This is an optimization exercise on Yosys and OpenROAD, whose aim is small area, a short achievable clock period and few clock cycles per item, not a production implementation. At most, simulation tests tie the RTL to the original design; equivalence was not proved.

Design olivia_fec_decoder, start of the top module:
module olivia_fec_decoder (
    input  wire        clk,
    input  wire        rst,
    input  wire        in_valid,
    output wire        in_ready,
    input  wire [3:0]  in_bps,
    input  wire [47:0] in_soft,
    output wire        out_valid,
    input  wire        out_ready,
    output wire [6:0]  out_char,
    output wire [2:0]  out_index,
    output wire [11:0] out_peak,
    output wire        out_last
);
Settings: LEC_CHECK=0, CAP_MARGIN=40, CORE_MARGIN=2, CORE_UTILIZATION=35, PLACE_DENSITY=0.55, SLEW_MARGIN=20; clock period 10.0 ns.
run.sh (not shown) runs the stock make flow with config.mk's settings and CLKGATE_MAP_FILE= SYNTH_SCRIPT=/design/flow/synth_recipe.tcl, a recipe that flattens the netlist after the stock synthesis.
Edit:
Settings changed: ABC_CLOCK_PERIOD_IN_PS set to 3000.
Outcome: Wire length does not change. Sequential share of layout area is unchanged.
No functional check of the RTL was part of any run of this note.

olivia_fec_decoder, a different RTL version from the one above (not shown whole).
Size: ~81 I/O pins, roughly 130,000 um^2 of cells after synthesis.
clock: 10.0 ns
lec_check: 0
cap_margin: 40
core_margin: 2
core_utilization: 35
place_density: 0.55
slew_margin: 20
standard.sh (not shown) runs the stock make flow with config.mk's settings and CLKGATE_MAP_FILE= SYNTH_SCRIPT=/design/flow/synth_recipe.tcl, a recipe that flattens the netlist after the stock synthesis.
==> flow/flow/run.sh <==
#!/bin/bash
# Standard layout with: buf_4 port buffers, clkbuf_8 clock buffers, no dummy
# clock loads, clock sink clusters of up to 20 sinks within 50 um, and timing
# repair aiming for 6.8 ns of setup slack.
set -euo pipefail
export BUFFER_PORTS_ARGS="-buffer_cell sky130_fd_sc_hd__buf_4"
export CTS_ARGS="-sink_clustering_enable -repair_clock_nets -dont_use_dummy_load -buf_list sky130_fd_sc_hd__clkbuf_8 -sink_clustering_size 20 -sink_clustering_max_diameter 50"
export SETUP_SLACK_MARGIN=6.8
bash standard.sh > standard.log 2>&1
The starting point finished with timing, DRC and antenna clean.
Testbench counts at the start, summed over its fixed seeds: cycles 35,480, chars 1,720.
==> next run, changes <==
==> flow/flow/run.sh (replaced) <==
#!/bin/bash
# Standard layout with: buf_4 port buffers, no dummy clock loads, clock sink clusters of up to 28 sinks within 60 um,
# and timing repair aiming for 7.0 ns of setup slack.
set -euo pipefail
export BUFFER_PORTS_ARGS="-buffer_cell sky130_fd_sc_hd__buf_4"
export CTS_ARGS="-sink_clustering_enable -repair_clock_nets -dont_use_dummy_load -sink_clustering_size 28 -sink_clustering_max_diameter 60"
export SETUP_SLACK_MARGIN=7.0
bash standard.sh > standard.log 2>&1
Outcome: Worst setup slack gets better by 0.17 ns; first-iteration DRC count fell by a few percent; final cell count fell slightly.
==> next run, changes <==
==> flow/flow/run.sh (replaced) <==
#!/bin/bash
# Standard layout with: buf_4 port buffers, no dummy clock loads,
# and timing repair aiming for 6.6 ns of setup slack.
set -euo pipefail
export BUFFER_PORTS_ARGS="-buffer_cell sky130_fd_sc_hd__buf_4"
export CTS_ARGS="-sink_clustering_enable -repair_clock_nets -dont_use_dummy_load"
export SETUP_SLACK_MARGIN=6.6
bash standard.sh > standard.log 2>&1
Design area came out higher by 0.51%.
Worst setup slack degrades by 0.097 ns.
Die area stays the same.
==> next run, changes <==
==> flow/flow/run.sh (replaced) <==
#!/bin/bash
# Standard layout with: buf_4 port buffers, no dummy clock loads, clock sink clusters of up to 28 sinks within 60 um,
# and timing repair aiming for 6.8 ns of setup slack.
set -euo pipefail
export BUFFER_PORTS_ARGS="-buffer_cell sky130_fd_sc_hd__buf_4"
export CTS_ARGS="-sink_clustering_enable -repair_clock_nets -dont_use_dummy_load -sink_clustering_size 28 -sink_clustering_max_diameter 60"
export SETUP_SLACK_MARGIN=6.8
bash standard.sh > standard.log 2>&1
The changed run produced a clean layout.
Area after synthesis is unchanged.
Sequential share of layout area came out higher by 1.0 points.
Via count came out lower by 1.1%.

## pepper
olivia_fec_decoder, a different RTL version from the one above (not shown whole).
Size: ~9700 cells after synthesis, roughly 4100 flip-flops, about 81 I/O pins.
clock: 10.0 ns
lec_check: 0
cap_margin: 10
core_margin: 2
core_utilization: 50
place_density: 0.68
slew_margin: 10
==> flow/flow/run.sh <==
#!/bin/bash
# Standard layout with: buf_4 port buffers, no dummy clock loads, clock sink clusters of up to 28 sinks within 60 um,
# and timing repair aiming for 6.8 ns of setup slack.
set -euo pipefail
export BUFFER_PORTS_ARGS="-buffer_cell sky130_fd_sc_hd__buf_4"
export CTS_ARGS="-sink_clustering_enable -repair_clock_nets -dont_use_dummy_load -sink_clustering_size 28 -sink_clustering_max_diameter 60"
export SETUP_SLACK_MARGIN=6.8
bash standard.sh > standard.log 2>&1
Testbench counts of pepper, summed over its fixed seeds: cycles 35,432, chars 1,720.
[inputs] lagoon vs pepper
- changing CORE_UTILIZATION from 50 to 45
- changing PLACE_DENSITY from 0.68 to 0.62
==> flow/flow/run.sh <==
#!/bin/bash
# Standard layout with: buf_4 port buffers, no dummy clock loads, clock sink clusters of up to 28 sinks within 60 um,
# and timing repair aiming for 6.9 ns of setup slack.
set -euo pipefail
export BUFFER_PORTS_ARGS="-buffer_cell sky130_fd_sc_hd__buf_4"
export CTS_ARGS="-sink_clustering_enable -repair_clock_nets -dont_use_dummy_load -sink_clustering_size 28 -sink_clustering_max_diameter 60"
export SETUP_SLACK_MARGIN=6.9
bash standard.sh > standard.log 2>&1
--- outcome ---
- Against pepper as the reference, lagoon delivers a higher count of clock-buffer cells in the layout.
- Final standard cell count with taps included and fillers excluded ends up higher on lagoon.
- Taking pepper as the reference, in lagoon clock skew held, hold slack roughly the same, number of buffers outside the clock class in the layout grew by 17%, overall fraction of global-route tracks in use lost 1.4 points.
- Summary: with pepper as the reference, wire length in lagoon moved up slightly.
- For the starting density of the core, lagoon came in 5.1 points lower than pepper did.
- The higher sequential share of layout area of lagoon and pepper is in pepper.
- Total core area | lagoon above pepper
Here is what was changed in the inputs of onyx compared with lagoon.
- PLACE_DENSITY now 0.68, was 0.62
- CORE_UTILIZATION now 50, was 45
==> flow/flow/run.sh <==
#!/bin/bash
# Standard layout with: buf_4 port buffers, clkbuf_16 and clkbuf_8 clock
# buffers, no dummy clock loads, clock sink clusters of up to 28 sinks within
# 60 um, and timing repair aiming for 6.9 ns of setup slack.
set -euo pipefail
export BUFFER_PORTS_ARGS="-buffer_cell sky130_fd_sc_hd__buf_4"
export CTS_ARGS="-sink_clustering_enable -repair_clock_nets -dont_use_dummy_load -buf_list {sky130_fd_sc_hd__clkbuf_16 sky130_fd_sc_hd__clkbuf_8} -sink_clustering_size 28 -sink_clustering_max_diameter 60"
export SETUP_SLACK_MARGIN=6.9
bash standard.sh > standard.log 2>&1
### Flow results
Run comparison: lagoon startpoint of the worst setup timing path rdy; onyx startpoint of the worst setup timing path od[20]
Going from lagoon to onyx, area of the die shrank by 9.9%; post-synthesis to final-layout area growth -0.56 points; total routed wirelength shrank by 1.9%; routing usage on met1 rose by 1.6 points; maximum frequency now sits higher.
Edits applied to the flow inputs when going from onyx to indigo:
- CORE_UTILIZATION now 55, was 50
- PLACE_DENSITY now 0.72, was 0.68
==> flow/flow/run.sh <==
#!/bin/bash
# Standard layout with: buf_4 port buffers, no dummy clock loads, clock sink clusters of up to 28 sinks within 60 um,
# and timing repair aiming for 6.9 ns of setup slack.
set -euo pipefail
export BUFFER_PORTS_ARGS="-buffer_cell sky130_fd_sc_hd__buf_4"
export CTS_ARGS="-sink_clustering_enable -repair_clock_nets -dont_use_dummy_load -sink_clustering_size 28 -sink_clustering_max_diameter 60"
export SETUP_SLACK_MARGIN=6.9
bash standard.sh > standard.log 2>&1
--- outcome ---
Diff onyx -> indigo: cell area neither gained nor lost much, final core area utilization picked up an extra 5.5 points, overall fraction of global-route tracks in use picked up an extra 2.4 points.
indigo finished all stages; the layout is clean.
indigo ends up with higher worst slew slack as a fraction of its limit than onyx does.

[afterwards: timing with drivers on the ports]
No port has a modelled driver above. Below, the same layouts with a new extraction and two added sets of constraints. Step 1 sets driving cells, clkbuf_16 on the clock port and buf_2 on the other inputs (assumed; they add their load-dependent delay and slew). Step 2 also shifts input and output timing later by t, the mid clock arrival at the registers, as if the neighbouring blocks saw the same clock. Three values: ideal, step 1, step 2; two values: the first two.
run | t, ns | slack for setup (ns) | worst setup path at the end | latest minus earliest clock arrival (ns) | pins driven straight from the clock port
the first run of note 1 | 1.004 | 3.109 / 3.160 / 2.156 | input to register | 0.112 / 0.112 | 1
the second run of note 1 | 1.004 | 3.109 / 3.160 / 2.156 | input to register | 0.112 / 0.112 | 1
the first run of note 2 | 1.103 | 6.445 / 6.356 / 5.932 | input to register | 0.179 / 0.179 | 1
the second run of note 2 | 0.954 | 6.617 / 6.522 / 6.109 | input to register | 0.137 / 0.137 | 1
the third run of note 2 | 0.994 | 6.520 / 6.428 / 5.784 | input to register | 0.173 / 0.173 | 1
the fourth run of note 2 | 0.964 | 6.636 / 6.543 / 5.918 | input to register | 0.165 / 0.165 | 1
pepper | 0.917 | 6.657 / 6.567 / 5.947 | input to register | 0.166 / 0.166 | 1
lagoon | 0.941 | 6.660 / 6.566 / 6.056 | input to register | 0.131 / 0.131 | 1
onyx | 0.924 | 6.691 / 6.598 / 5.986 | input to register | 0.172 / 0.172 | 1
indigo | 0.907 | 6.654 / 6.567 / 6.048 | input to register | 0.137 / 0.137 | 1
After both steps every run listed still meets setup and hold.
